Background: an optimization exercise with open tools, aiming at small area. Do not read the settings as production practice. Function was checked by simulation only, so behaviour that the tests miss may differ from the original. No driver is modelled on the clock port, so clocking that relies on it looks cheaper here than on a real chip. Power figures rest on the tool's default switching activity, not on a simulated workload.

==> flow/design.v (excerpt) <==
module owir (
    input  wire        clk,
    input  wire        rst,
    input  wire        bus_sel,
    input  wire        bus_we,
    input  wire [4:0]  bus_off,
    input  wire [15:0] bus_wdata,
    input  wire        bus_size,
    output reg  [15:0] bus_rdata,
    output wire        ow_oe,
    output wire        ow_o,
    input  wire        ow_i,
    output wire        ir_tx_o,
    input  wire        ir_rx_i,
    input  wire [3:0]  btn_i,
    output wire        irq_tick,
    output wire        irq_ow,
    output wire        irq_rx,
    output wire        irq_btn
);
Size: roughly 650 cells after synthesis, about 55 I/O pins, ~6300 sq um of cells after synthesis.
==> flow/config.mk <==
export PLATFORM = sky130hd
export DESIGN_NAME = owir
export DESIGN_NICKNAME = owir
export VERILOG_FILES = /design/flow/design.v
export SDC_FILE = /design/flow/constraint.sdc
export NUM_CORES = 4
export LEC_CHECK = 0
export CAP_MARGIN = 20
export CORE_MARGIN = 2
export CORE_UTILIZATION = 65
export SLEW_MARGIN = 20
==> flow/constraint.sdc <==
create_clock -name core_clock -period 10.0 [get_ports {clk}]
set_input_delay 2.0000 -clock core_clock [delete_from_list [all_inputs] [get_ports {clk}]]
set_output_delay 2.0000 -clock core_clock [all_outputs]
set_load 0.01 [all_outputs]
standard.sh (not shown) runs the stock make flow with config.mk's settings and CLKGATE_MAP_FILE= SYNTH_SCRIPT=/design/flow/synth_recipe.tcl, a recipe that flattens the netlist after the stock synthesis.
==> flow/flow/run.sh <==
#!/bin/bash
# Own layout flow: the standard flow (standard.sh) with
#  - synthesis: the standard script without adder cells and with the smallest of several area-oriented abc mappings,
#  - port buffers: buf_1 instead of the default pick,
#  - CTS: clkbuf_8 leaf buffers, clkbuf_16 root, no dummy loads.
set -euo pipefail
W=$(pwd)
export FLOW_WORK=$W
export MY_ABC_DIR=$W/flow
export BUFFER_PORTS_ARGS="-buffer_cell sky130_fd_sc_hd__buf_1"
export CTS_ARGS="-sink_clustering_enable -repair_clock_nets -dont_use_dummy_load -buf_list sky130_fd_sc_hd__clkbuf_8 -root_buf sky130_fd_sc_hd__clkbuf_16"
sed "s#SYNTH_SCRIPT=[^ ]*#SYNTH_SCRIPT=$W/flow/my_synth.tcl#" standard.sh > my_standard.sh
grep -q "SYNTH_SCRIPT=$W/flow/my_synth.tcl" my_standard.sh
bash my_standard.sh synth > synth.log 2>&1
bash my_standard.sh > layout.log 2>&1
test -f out/final.def
Other scripts of this flow, unchanged in this note and not shown: flow/flow/my_synth.tcl, flow/flow/s14.abc, flow/flow/s22.abc, flow/flow/s26.abc, flow/flow/s29.abc, flow/flow/s32.abc, flow/flow/t01.abc, flow/flow/t02.abc, flow/flow/t03.abc, flow/flow/t04.abc, flow/flow/t05.abc, flow/flow/t06.abc, flow/flow/t07.abc, flow/flow/t08.abc
Then changed:
Settings changed: CAP_MARGIN 20 to 5, CORE_UTILIZATION 65 to 40, GPL_TIMING_DRIVEN from default to 0, SLEW_MARGIN 20 to 5.
=>
- sequential power hardly moves
- routed wire length goes up by 5.6%
- global-route usage is lower by 11 points
- synthesized area stays the same
- flip-flop and latch count stays the same
- setup slack gets worse by 130 ps
- first-iteration DRC count climbs by 9.1%
- die area climbs by 60%
- synthesized cell count does not change
- register-to-register slack got worse by 140 ps
- sequential share of layout area decreases by 0.85 points
Then changed:
Settings changed: CAP_MARGIN 5 to 20, GPL_TIMING_DRIVEN 0 to default, SLEW_MARGIN 5 to 20.
Effect:
- The changed run went through all stages and came out clean
- register-to-register slack improved by 280 ps
- worst hold slack stays flat
- die area stays the same
- routed wire length shrinks by about 1.7%
- sequential power barely changes
- core utilization hardly moves
- cell area stays flat
- cell count grows by 0.32%
- worst setup slack improved by 22 ps
- sequential share of layout area barely changes

* * *

run 1:
owir, a different RTL version from the one above (not shown whole).
Size: about 650 cells after synthesis, roughly 160 flip-flops, roughly 0.0062 mm^2 of cells after synthesis.
Settings: LEC_CHECK=0, CAP_MARGIN=20, CORE_MARGIN=2, CORE_UTILIZATION=65, SLEW_MARGIN=20; clock period 10.0 ns.
==> flow/flow/run.sh <==
#!/bin/bash
# Own layout flow: the standard flow (standard.sh) with
#  - synthesis: the standard script without adder cells and with the smallest of several area-oriented abc mappings,
#  - port buffers: buf_1 instead of the default pick,
#  - clock tree: built by flow/mantree.tcl before ORFS's CTS step (a clkbuf_8 root on the
#    clock port driving clkbuf_8 leaves, each for about 18 flip-flops grouped by location);
#    TritonCTS is then pointed at the port net only, which it leaves alone.
set -euo pipefail
W=$(pwd)
export FLOW_WORK=$W
export MY_ABC_DIR=$W/flow
export BUFFER_PORTS_ARGS="-buffer_cell sky130_fd_sc_hd__buf_1"
export PRE_CTS_TCL=$W/flow/mantree.tcl
export MT_CLK=clk MT_LEAF=sky130_fd_sc_hd__clkbuf_8 MT_ROOT=sky130_fd_sc_hd__clkbuf_8 MT_SIZE=18
export CTS_ARGS="-clk_nets clk"
sed "s#SYNTH_SCRIPT=[^ ]*#SYNTH_SCRIPT=$W/flow/my_synth.tcl#" standard.sh > my_standard.sh
grep -q "SYNTH_SCRIPT=$W/flow/my_synth.tcl" my_standard.sh
bash my_standard.sh synth > synth.log 2>&1
bash my_standard.sh > layout.log 2>&1
test -f out/final.def
==> flow/flow/mantree.tcl <==
# Manual clock tree: FFs grouped by k-means on location, one leaf buffer per group,
# all leaves driven by one root buffer on the clock port.
set block [ord::get_db_block]
set db [ord::get_db]
set leaf_master [$db findMaster $::env(MT_LEAF)]
set root_master [$db findMaster $::env(MT_ROOT)]
set clk_net [$block findNet $::env(MT_CLK)]
set sinks {}
foreach it [$clk_net getITerms] {
  if {[$it isInputSignal] || [$it getIoType] eq "INPUT"} { lappend sinks $it }
}
set n [llength $sinks]
set k [expr {int(ceil(double($n) / $::env(MT_SIZE)))}]
puts "MANTREE sinks $n groups $k"
# positions
set xs {}; set ys {}
foreach it $sinks {
  set b [[$it getInst] getBBox]
  lappend xs [expr {([$b xMin] + [$b xMax]) / 2.0}]
  lappend ys [expr {([$b yMin] + [$b yMax]) / 2.0}]
}
# init centers: spread along sorted order of x+y
set order [lsort -real -indices [lmap x $xs y $ys {expr {$x + $y}}]]
set cx {}; set cy {}
for {set j 0} {$j < $k} {incr j} {
  set i [lindex $order [expr {int(($j + 0.5) * $n / $k)}]]
  lappend cx [lindex $xs $i]; lappend cy [lindex $ys $i]
}
# balanced k-means: assign by distance with capacity limit
set cap [expr {int(ceil(double($n) / $k))}]
for {set iter 0} {$iter < 30} {incr iter} {
  set pairs {}
  for {set i 0} {$i < $n} {incr i} {
    for {set j 0} {$j < $k} {incr j} {
      set d [expr {abs([lindex $xs $i] - [lindex $cx $j]) + abs([lindex $ys $i] - [lindex $cy $j])}]
      lappend pairs [list $d $i $j]
    }
  }
  set pairs [lsort -real -index 0 $pairs]
  set asg [lrepeat $n -1]; set cnt [lrepeat $k 0]
  set left $n
  foreach p $pairs {
    lassign $p d i j
    if {[lindex $asg $i] >= 0} continue
    if {[lindex $cnt $j] >= $cap} continue
    lset asg $i $j; lset cnt $j [expr {[lindex $cnt $j] + 1}]
    incr left -1
    if {$left == 0} break
  }
  set sx [lrepeat $k 0.0]; set sy [lrepeat $k 0.0]
  for {set i 0} {$i < $n} {incr i} {
    set j [lindex $asg $i]
    lset sx $j [expr {[lindex $sx $j] + [lindex $xs $i]}]
    lset sy $j [expr {[lindex $sy $j] + [lindex $ys $i]}]
  }
  for {set j 0} {$j < $k} {incr j} {
    set c [lindex $cnt $j]
    if {$c > 0} { lset cx $j [expr {[lindex $sx $j] / $c}]; lset cy $j [expr {[lindex $sy $j] / $c}] }
  }
}
# build
set root [odb::dbInst_create $block $root_master "mt_root"]
set rnet [odb::dbNet_create $block "mt_root_net"]
$rnet setSigType CLOCK
[$root findITerm A] connect $clk_net
[$root findITerm X] connect $rnet
set mx 0.0; set my 0.0
for {set j 0} {$j < $k} {incr j} {
  set b [odb::dbInst_create $block $leaf_master "mt_leaf_$j"]
  set net [odb::dbNet_create $block "mt_leaf_net_$j"]
  $net setSigType CLOCK
  [$b findITerm A] connect $rnet
  [$b findITerm X] connect $net
  $b setLocation [expr {int([lindex $cx $j])}] [expr {int([lindex $cy $j])}]
  $b setPlacementStatus PLACED
  set mx [expr {$mx + [lindex $cx $j]}]; set my [expr {$my + [lindex $cy $j]}]
  for {set i 0} {$i < $n} {incr i} {
    if {[lindex $asg $i] == $j} {
      set it [lindex $sinks $i]
      $it disconnect
      $it connect $net
    }
  }
  puts "MANTREE leaf $j sinks [lindex $cnt $j]"
}
$root setLocation [expr {int($mx / $k)}] [expr {int($my / $k)}]
$root setPlacementStatus PLACED
Other scripts of this flow, unchanged in this note and not shown: flow/flow/my_synth.tcl, flow/flow/s14.abc, flow/flow/s22.abc, flow/flow/s26.abc, flow/flow/s29.abc, flow/flow/s32.abc, flow/flow/t01.abc, flow/flow/t02.abc, flow/flow/t03.abc, flow/flow/t04.abc, flow/flow/t05.abc, flow/flow/t06.abc, flow/flow/t07.abc, flow/flow/t08.abc
Run 1 reached the end of the flow, and the finished layout is clean on the timing, DRC and antenna checks.
The inputs of run 2 differ from those of run 1 as listed below.
- swapping 20 for 0 in SLEW_MARGIN
- swapping 20 for 0 in CAP_MARGIN
diff --git a/flow/flow/run.sh b/flow/flow/run.sh
--- a/flow/flow/run.sh
+++ b/flow/flow/run.sh
@@ -5 +5 @@
-#  - clock tree: built by flow/mantree.tcl before ORFS's CTS step (a clkbuf_8 root on the
+#  - clock tree: built by flow/mantree.tcl before ORFS's CTS step (a clkbuf_16 root on the
@@ -14 +14 @@
-export MT_CLK=clk MT_LEAF=sky130_fd_sc_hd__clkbuf_8 MT_ROOT=sky130_fd_sc_hd__clkbuf_8 MT_SIZE=18
+export MT_CLK=clk MT_LEAF=sky130_fd_sc_hd__clkbuf_8 MT_ROOT=sky130_fd_sc_hd__clkbuf_16 MT_SIZE=18
Results
Run 2 vs. run 1: first-pass GRT wire length held steady; fraction of standard cell area that is sequential stayed essentially flat; required time reported for the critical path endpoint comparable. Final cell utilization of the core of run 2 is on par with run 1. On worst setup slack, run 1 beats run 2. [compare] base=run 1 new=run 2: final design area excluding fillers held steady, clock period minus worst slack rose 0.019 ns, total routing usage reported by global routing stayed essentially flat, clock group total power went up about 3%. Run 2 can be clocked slower than run 1. Re internal cell power: run 2 and run 1 aren't equal, and the lower value belongs to run 1.
diff inputs: run 2 => run 3
- a change of SLEW_MARGIN from 0 to 20
- a change of CAP_MARGIN from 0 to 20
[summary]
Power came out exactly the same in run 3 and run 2. Compared run 3 against run 2; clock transition at the registers of the reported paths within noise. Re overflow left after global routing: no difference whatsoever between run 2 and run 3. Diff run 2..run 3 | detailed-routed wire length on met3 | unchanged. From run 3 to run 2, sequential cell area share did not move at all. Re finished layout cell area: no difference whatsoever between run 2 and run 3. Run 2 -> run 3: portion of total power attributed to sequential cells flat. Compared with run 2, in run 3 transition time at the pin with the least slew margin essentially unchanged, worst hold slack across all endpoints barely changed, utilization of the core after routing essentially unchanged, count of nets left with antenna violations after detail routing shows no meaningful change.

port drivers added, routing unchanged:
The results above use ideal ports. As a check the final layouts listed here were re-extracted and re-timed, cells and wires unchanged.
Step 1 assumes that a clkbuf_16 drives the clock port and a buf_2 every other input.
Step 2 moves the port delays by t, midway between the first and last clock arrival at a register: inputs arrive t later, outputs are due t later. That takes back most of the time a late clock gives input paths.
Three values: no drivers, after step 1, after step 2; two values: the first two.
run	shift t [ns]	setup slack, ns	worst register clock-pin slew, ns
the first run of note 1	0.404	4.088 / 4.040 / 4.040	0.09 / 0.09
the second run of note 1	0.412	3.960 / 3.938 / 3.938	0.08 / 0.08
the third run of note 1	0.401	3.983 / 3.961 / 3.961	0.09 / 0.09
run 1	0.451	3.925 / 3.898 / 3.898	0.11 / 0.11
run 2	0.398	3.906 / 3.880 / 3.880	0.11 / 0.11
run 3	0.398	3.906 / 3.880 / 3.880	0.11 / 0.11
After both steps every run listed still meets setup and hold. For the first run of note 1, which loses most, drivers alone change the setup slack by -0.048 ns; drivers and shift together by -0.048 ns.
